Source: an optimization exercise on an open RTL-to-GDS flow (aim: a short achievable clock period and few clock cycles). Production flows keep margins and buffers that such runs may drop.
The RTL was checked by simulation tests, not by an equivalence proof against the original design.
Power and IR drop assume default switching activity.

===== design/flow/run.sh =====
#!/bin/bash
# synth_recipe.tcl (not shown) runs the flow's synth.tcl, then flattens the netlist and writes it again
# the make line also repeats each setting of config.mk as NAME=value (left out here)
make -C /OpenROAD-flow-scripts/flow DESIGN_CONFIG=/design/flow/config.mk WORK_HOME=/design/flow/orfs CLKGATE_MAP_FILE= SYNTH_SCRIPT=/design/flow/synth_recipe.tcl finish

===== design/flow/config.mk =====
export PLATFORM = sky130hd
export DESIGN_NAME = mnp_codec
export DESIGN_NICKNAME = mnp_codec
export VERILOG_FILES = /design/flow/design.v
export SDC_FILE = /design/flow/constraint.sdc
export NUM_CORES = 4
export LEC_CHECK = 0
export CAP_MARGIN = 20
export CORE_MARGIN = 2
export CORE_UTILIZATION = 40
export PLACE_DENSITY = 0.6
export SLEW_MARGIN = 20

===== design/flow/constraint.sdc =====
create_clock -name core_clock -period 3.5 [get_ports {clk}]
set_input_delay 0.7000 -clock core_clock [delete_from_list [all_inputs] [get_ports {clk}]]
set_output_delay 0.7000 -clock core_clock [all_outputs]
set_load 0.01 [all_outputs]

===== design/flow/design.v =====
module mnp_crc_step (
    input  wire [15:0] crc_in,
    input  wire [7:0]  octet,
    output reg  [15:0] crc_out
);
    integer i;
    always @* begin
        crc_out = crc_in ^ {8'h00, octet};
        for (i = 0; i < 8; i = i + 1) begin
            if (crc_out[0])
                crc_out = (crc_out >> 1) ^ 16'hA001;
            else
                crc_out = crc_out >> 1;
        end
    end
endmodule
module mnp_txf (
    input  wire       clk,
    input  wire       rst,
    input  wire       in_valid,
    output wire       in_ready,
    input  wire       in_end,
    input  wire [7:0] in_data,
    output reg        out_valid,
    input  wire       out_ready,
    output reg  [7:0] out_data
);
    localparam [7:0] SYN = 8'h16, DLE = 8'h10, STX = 8'h02, ETX = 8'h03;
    localparam [2:0] T_IDLE  = 3'd0,
                     T_DLE   = 3'd1,
                     T_STX   = 3'd2,
                     T_DATA  = 3'd3,
                     T_STUFF = 3'd4,
                     T_ETX   = 3'd5,
                     T_FCSLO = 3'd6,
                     T_FCSHI = 3'd7;
    reg  [2:0]  state;
    reg  [15:0] crc;
    wire advance = !out_valid || out_ready;
    assign in_ready = advance && (state == T_DATA);
    wire [7:0]  crc_octet = (state == T_ETX) ? ETX : in_data;
    wire [15:0] crc_next;
    mnp_crc_step u_crc (.crc_in(crc), .octet(crc_octet), .crc_out(crc_next));
    always @(posedge clk) begin
        if (rst) begin
            state     <= T_IDLE;
            crc       <= 16'h0000;
            out_valid <= 1'b0;
            out_data  <= 8'h00;
        end else if (advance) begin
            out_valid <= 1'b0;
            case (state)
                T_IDLE: begin
                    if (in_valid) begin
                        out_valid <= 1'b1;
                        out_data  <= SYN;
                        crc       <= 16'h0000;
                        state     <= T_DLE;
                    end
                end
                T_DLE: begin
                    out_valid <= 1'b1;
                    out_data  <= DLE;
                    state     <= T_STX;
                end
                T_STX: begin
                    out_valid <= 1'b1;
                    out_data  <= STX;
                    state     <= T_DATA;
                end
                T_DATA: begin
                    if (in_valid) begin
                        out_valid <= 1'b1;
                        if (in_end) begin
                            out_data <= DLE;
                            state    <= T_ETX;
                        end else begin
                            out_data <= in_data;
                            crc      <= crc_next;
                            if (in_data == DLE)
                                state <= T_STUFF;
                        end
                    end
                end
                T_STUFF: begin
                    out_valid <= 1'b1;
                    out_data  <= DLE;
                    state     <= T_DATA;
                end
                T_ETX: begin
                    out_valid <= 1'b1;
                    out_data  <= ETX;
                    crc       <= crc_next;
                    state     <= T_FCSLO;
                end
                T_FCSLO: begin
                    out_valid <= 1'b1;
                    out_data  <= crc[7:0];
                    state     <= T_FCSHI;
                end
                T_FCSHI: begin
                    out_valid <= 1'b1;
                    out_data  <= crc[15:8];
                    state     <= T_IDLE;
                end
                default: state <= T_IDLE;
            endcase
        end
    end
endmodule
module mnp_rxd #(
    parameter integer MAXPKT = 1024
) (
    input  wire        clk,
    input  wire        rst,
    input  wire        in_valid,
    output wire        in_ready,
    input  wire        in_eos,
    input  wire [7:0]  in_data,
    output reg         out_valid,
    output reg  [7:0]  out_data,
    output reg         done_valid,
    output reg  [2:0]  done_status,
    output reg  [7:0]  done_kind,
    output reg  [7:0]  done_seq,
    output reg  [7:0]  done_credit,
    output reg  [10:0] done_len
);
    localparam [7:0] SYN = 8'h16, DLE = 8'h10, STX = 8'h02, ETX = 8'h03;
    localparam [2:0] ST_GOOD = 3'd0,
                     ST_CRC  = 3'd1,
                     ST_ESC  = 3'd2,
                     ST_OVF  = 3'd3,
                     ST_EOS  = 3'd4;
    localparam [7:0] K_OTHER = 8'h00, K_LR = 8'h01, K_LD = 8'h02,
                     K_LT = 8'h04, K_LA = 8'h05;
    localparam [2:0] R_HUNT0 = 3'd0,
                     R_HUNT1 = 3'd1,
                     R_HUNT2 = 3'd2,
                     R_DATA  = 3'd3,
                     R_ESC   = 3'd4,
                     R_FCS1  = 3'd5,
                     R_FCS2  = 3'd6;
    reg  [2:0]  state;
    reg  [15:0] crc;
    reg  [7:0]  fcs_lo;
    reg  [10:0] cnt;        
    reg         ext;        
    reg  [7:0]  hdr_type;   
    reg  [7:0]  hdr_b1;     
    reg  [7:0]  hdr_b2;     
    assign in_ready = 1'b1;
    wire take = in_valid;
    wire [15:0] crc_next;
    mnp_crc_step u_crc (.crc_in(crc), .octet(in_data), .crc_out(crc_next));
    wire [10:0] off_type = ext ? 11'd3 : 11'd1;
    wire        full     = (cnt == MAXPKT);
    reg  [7:0] cls_kind, cls_seq, cls_credit;
    always @* begin
        cls_kind   = K_OTHER;
        cls_seq    = 8'h00;
        cls_credit = 8'h00;
        if (cnt != 11'd0 && cnt >= off_type + 11'd1) begin
            case (hdr_type)
                K_LR: cls_kind = K_LR;
                K_LD: cls_kind = K_LD;
                K_LT: if (cnt >= off_type + 11'd2) begin
                    cls_kind = K_LT;
                    cls_seq  = hdr_b1;
                end
                K_LA: if (cnt >= off_type + 11'd3) begin
                    cls_kind   = K_LA;
                    cls_seq    = hdr_b1;
                    cls_credit = hdr_b2;
                end
                default: ;
            endcase
        end
    end
    always @(posedge clk) begin
        if (rst) begin
            state       <= R_HUNT0;
            crc         <= 16'h0000;
            fcs_lo      <= 8'h00;
            cnt         <= 11'd0;
            ext         <= 1'b0;
            hdr_type    <= 8'h00;
            hdr_b1      <= 8'h00;
            hdr_b2      <= 8'h00;
            out_valid   <= 1'b0;
            out_data    <= 8'h00;
            done_valid  <= 1'b0;
            done_status <= 3'd0;
            done_kind   <= 8'h00;
            done_seq    <= 8'h00;
            done_credit <= 8'h00;
            done_len    <= 11'd0;
        end else begin
            out_valid  <= 1'b0;
            done_valid <= 1'b0;
            if (take) begin
                if (in_eos) begin
                    done_valid  <= 1'b1;
                    done_status <= ST_EOS;
                    state       <= R_HUNT0;
                end else begin
                    case (state)
                        R_HUNT0: state <= (in_data == SYN) ? R_HUNT1 : R_HUNT0;
                        R_HUNT1: state <= (in_data == DLE) ? R_HUNT2 : R_HUNT0;
                        R_HUNT2: begin
                            if (in_data == STX) begin
                                crc   <= 16'h0000;
                                cnt   <= 11'd0;
                                state <= R_DATA;
                            end else begin
                                state <= R_HUNT0;
                            end
                        end
                        R_DATA, R_ESC: begin
                            if (state == R_DATA && in_data == DLE) begin
                                state <= R_ESC;
                            end else if (state == R_ESC && in_data == ETX) begin
                                crc   <= crc_next;
                                state <= R_FCS1;
                            end else if (state == R_ESC && in_data != DLE) begin
                                done_valid  <= 1'b1;
                                done_status <= ST_ESC;
                                state       <= R_HUNT0;
                            end else if (full) begin
                                done_valid  <= 1'b1;
                                done_status <= ST_OVF;
                                state       <= R_HUNT0;
                            end else begin
                                out_valid <= 1'b1;
                                out_data  <= in_data;
                                crc       <= crc_next;
                                cnt       <= cnt + 11'd1;
                                if (cnt == 11'd0)
                                    ext <= (in_data == 8'hFF);
                                if (cnt != 11'd0 && cnt == off_type)
                                    hdr_type <= in_data;
                                if (cnt != 11'd0 && cnt == off_type + 11'd1)
                                    hdr_b1 <= in_data;
                                if (cnt != 11'd0 && cnt == off_type + 11'd2)
                                    hdr_b2 <= in_data;
                                state <= R_DATA;
                            end
                        end
                        R_FCS1: begin
                            fcs_lo <= in_data;
                            state  <= R_FCS2;
                        end
                        R_FCS2: begin
                            done_valid  <= 1'b1;
                            done_status <= (crc == {in_data, fcs_lo}) ? ST_GOOD : ST_CRC;
                            done_kind   <= cls_kind;
                            done_seq    <= cls_seq;
                            done_credit <= cls_credit;
                            done_len    <= cnt;
                            state       <= R_HUNT0;
                        end
                        default: state <= R_HUNT0;
                    endcase
                end
            end
        end
    end
endmodule
module mnp_codec (
    input  wire        clk,
    input  wire        rst,
    input  wire        tx_in_valid,
    output wire        tx_in_ready,
    input  wire        tx_in_end,
    input  wire [7:0]  tx_in_data,
    output wire        tx_out_valid,
    input  wire        tx_out_ready,
    output wire [7:0]  tx_out_data,
    input  wire        rx_in_valid,
    output wire        rx_in_ready,
    input  wire        rx_in_eos,
    input  wire [7:0]  rx_in_data,
    output wire        rx_out_valid,
    output wire [7:0]  rx_out_data,
    output wire        rx_done_valid,
    output wire [2:0]  rx_done_status,
    output wire [7:0]  rx_done_kind,
    output wire [7:0]  rx_done_seq,
    output wire [7:0]  rx_done_credit,
    output wire [10:0] rx_done_len
);
    mnp_txf u_txf (
        .clk(clk), .rst(rst),
        .in_valid(tx_in_valid), .in_ready(tx_in_ready),
        .in_end(tx_in_end), .in_data(tx_in_data),
        .out_valid(tx_out_valid), .out_ready(tx_out_ready),
        .out_data(tx_out_data)
    );
    mnp_rxd #(.MAXPKT(1024)) u_rxd (
        .clk(clk), .rst(rst),
        .in_valid(rx_in_valid), .in_ready(rx_in_ready),
        .in_eos(rx_in_eos), .in_data(rx_in_data),
        .out_valid(rx_out_valid), .out_data(rx_out_data),
        .done_valid(rx_done_valid), .done_status(rx_done_status),
        .done_kind(rx_done_kind), .done_seq(rx_done_seq),
        .done_credit(rx_done_credit), .done_len(rx_done_len)
    );
endmodule

==> impl_metrics.yaml <==
worst_hold_path:
  min_path_type: "register to register"
  min_path_cells: 2
sta:
  slew_violations: 0
  hold_viol_final: 0
  fmax_mhz: 326
  finClkSkew_ns: 0.0101
  setup_viol: 0
  rsz0062_at_grt: "no"
  setup_tns_ns: 0
  worstMarginPinSlew_ns: 1.09
  min_period_over_period_pct: 87.5
  holdWs_ns: 0.454
  max-slew-margin-rel_pct: 27.0
  post-route-min-period_ns: 3.06
placement:
  dpl.hpwl_microns: 11600
  port_buffers: 75
  place_congestion: 0.843
floorplan:
  fp.coreArea_sq_um: 16400
  die_y_microns: 133
  start_util_pct: 40.4
  fp-row-count: 47
  dieArea_sq_um: 17600
  ioPinCount: 82
  die_w_microns: 133
clock_tree:
  worst_skew_pair.late_latency_ns: 0.43
  h-tree-depth: 4
  tritoncts: "done"
  post-cts-setup-buffer-count: 0
  cts_buffers: 17
  cts_resized: 0
  cts_hold_buf: 0
  cts.path.max_buffers: 2
  clockRootBuffer: "clkbuf_16"
  cts_sinks: 134
  path_clk_slew_ns: 0.05
detailed_routing:
  wl_met3_microns: 687
  met1_length_microns: 7120
  route.top_layer_used: "met4"
  drt_wl_total_microns: 16200
  postRouteAntennaNets: 0
  drc: 0
  vias: 5530
  drt_iter0_drc: 334
  met2WireLength_microns: 8130
  drt_pass1_iterations: 5
  drt-wirelength-per-cell_microns: 15.6
  routed_via_density: 5.31
global_route:
  grt.overflow.total: 0
  grt_pass1_vias: 5438
  grt.total_usage_pct: 19.1
  grt_max_degree: 71
  antenna_found_initial: 0
  grt_pass1_wl_microns: 27200
synth:
  synth_edf_count: 0
  ys_types: 75
  synthFlopType: "dfxtp_1"
  ys_seq_elements: 134
  yosysWarnings: 3
  syn_avg_cell_area_sq_um: 8.88
  postSynthCellCount: 746
  synth_async_sr_flop_share_pct: 0
  synth_area_sq_um: 6620
  ys_seq_area_share_pct: 40.5
worst_setup_path:
  crit_path_start_kind: "primary input"
  critPathCaptureType: "register"
  path_class: "primary input to register"
  r2r_cells: 6
  arrival_ns: 3.41
  worstPathMaxFanout: 7
  crit_required_ns: 3.85
status:
  status: "timing/DRC/antenna clean"
power_and_ir_drop:
  leakage_nw: 3.28
  cellPowerDensity_nw_per_um2: 454
  irDropWorstVdd_uv: 321
layout:
  drive_above_1_share_pct: 9.37
  syn2layout_area_growth_pct: 22.4
  final_common_cell: "dfxtp_1"
  n_antenna_cell: 0
  final_cell_mix: "dfxtp_1 (134), nor2_1 (129), clkdlybuf4s50_1 (74)"
  nets: 837
flow_run:
  max_cap_violations: 0
-- cell type report --
cell class | instances | area [sq um]
tap | 220 | 275
fill | 1531 | 8300
inverter | 9 | 33.8
sequential | 134 | 2680
clock inverter | 10 | 103
clock buffer | 22 | 474
multi-input combinational | 550 | 3630
timing repair buffer | 97 | 913
-- power by group --
part	switching (mW)	internal, mW	leakage [nW]
combinational	0.199	0.173	1.91
sequential	0.0311	1.55	1.08
clock	0.641	1.09	0.289
total	0.871	2.81	3.28
-- final timing paths --
check,start,end,slack [ns]
worst min register to register,u_rxd.done_len[4],u_rxd.done_len[4],0.45
worst min-delay path,u_rxd.done_len[4],u_rxd.done_len[4],0.45
worst max-delay path,rx_in_data[3],u_rxd.cnt[6],0.44
worst max register to register,u_rxd.cnt[6],u_rxd.hdr_b2[6],0.77
-- per-stage QoR --
step                      util [%]  power [mW]  worst slack, ns  area (sq um)  std cells
final                         49.4        3.68            0.437          8110       1042
after global routing          49.4        3.83            0.147          8110       1042
after CTS                     49.4        3.73            0.510          8110       1042
after detailed placement      45.9        1.98           0.0688          7530       1010
after global placement        45.9        1.98            0.180          7530       1010
after floorplan                  -        1.87            0.629          6640        750
-- sequential cells by signal, summed over array words and instances (netlist names), 11 cells and up --
signal / cells
u_txf.crc: 16
u_rxd.cnt: 11
u_rxd.crc: 16
u_rxd.done_len: 11
-- critical path, cell delays in order --
cell,delay [ns]
clkdlybuf4s50_1,0.46
nor4_1,0.40
buf_4,0.19
nand4_1,0.20
a221oi_2,0.53
nand4b_1,0.30
or3_2,0.48
a21oi_1,0.15
-- kinds of logic after synthesis --
group           share of synthesized area (%)
simple gates                             21.2
compound gates                           15.1
flops                                    40.5
xor+xnor                                 11.1
buf+inv                                  4.97
mux                                      6.05
fa+ha+maj                               0.945
other cells                             0.113
-- cell usage after synthesis (3+ instances only) --
library cell	instances	area, sq um
a211oi_1	4	30.0
nand3_1	13	65.1
mux2i_1	40	400
nor4_1	7	43.8
nand2b_1	10	62.6
clkbuf_1	41	154
xnor3_1	5	113
a222oi_1	5	50.1
a22oi_1	39	293
ha_1	5	62.6
or4_1	4	30.0
a32oi_1	10	87.6
dfxtp_1	134	2680
nand3b_1	3	22.5
nor3_1	6	30.0
a21oi_1	40	200
inv_1	9	33.8
a21o_1	3	22.5
o21ai_0	17	85.1
a2bb2oi_1	3	26.3
clkbuf_8	3	41.3
and2_1	4	25.0
nor4b_1	4	35.0
and3_1	6	37.5
nor2b_1	7	43.8
nand4_2	3	37.5
or3_1	5	31.3
nor2_1	129	484
nand2_1	50	188
xor2_1	27	236
nand4_1	7	43.8
buf_4	6	45.0
buf_2	4	20.0
xnor2_1	41	359
-- layer usage --
metal | GRT usage (%) | up-vias
met1 | 22.8 | 2642
li1 | - | 2738
met2 | 33.1 | 126
met5 | 0 | -
met3 | 4.98 | 24
met4 | 7.35 | 0

[afterwards: timing with drivers on the ports]
In the flow no input, the clock included, has a driving cell. The finished layout below was timed again as built, in two steps. Step 1 sets driving cells, clkbuf_16 on the clock port and buf_2 on the other inputs (assumed; they add their load-dependent delay and slew). Step 2 times the ports against the registers' clock, not the clock port: input delays grow and output delays shrink by t, the midpoint of the rising clock arrivals with the driver on. Three values: ideal ports, drivers, drivers and shift; two values: the first two.
t, ns: 0.464
setup slack, ns: 0.437 / 0.455 / -0.008
worst setup path after step 2: input to register
clock arrival spread, ns: 0.011 / 0.011
slew at the worst register clock pin (ns): 0.06 / 0.06
Met with ideal ports but missed after step 2: setup timing in this run. For this run, drivers alone change the setup slack by +0.018 ns; drivers and shift together by -0.445 ns.
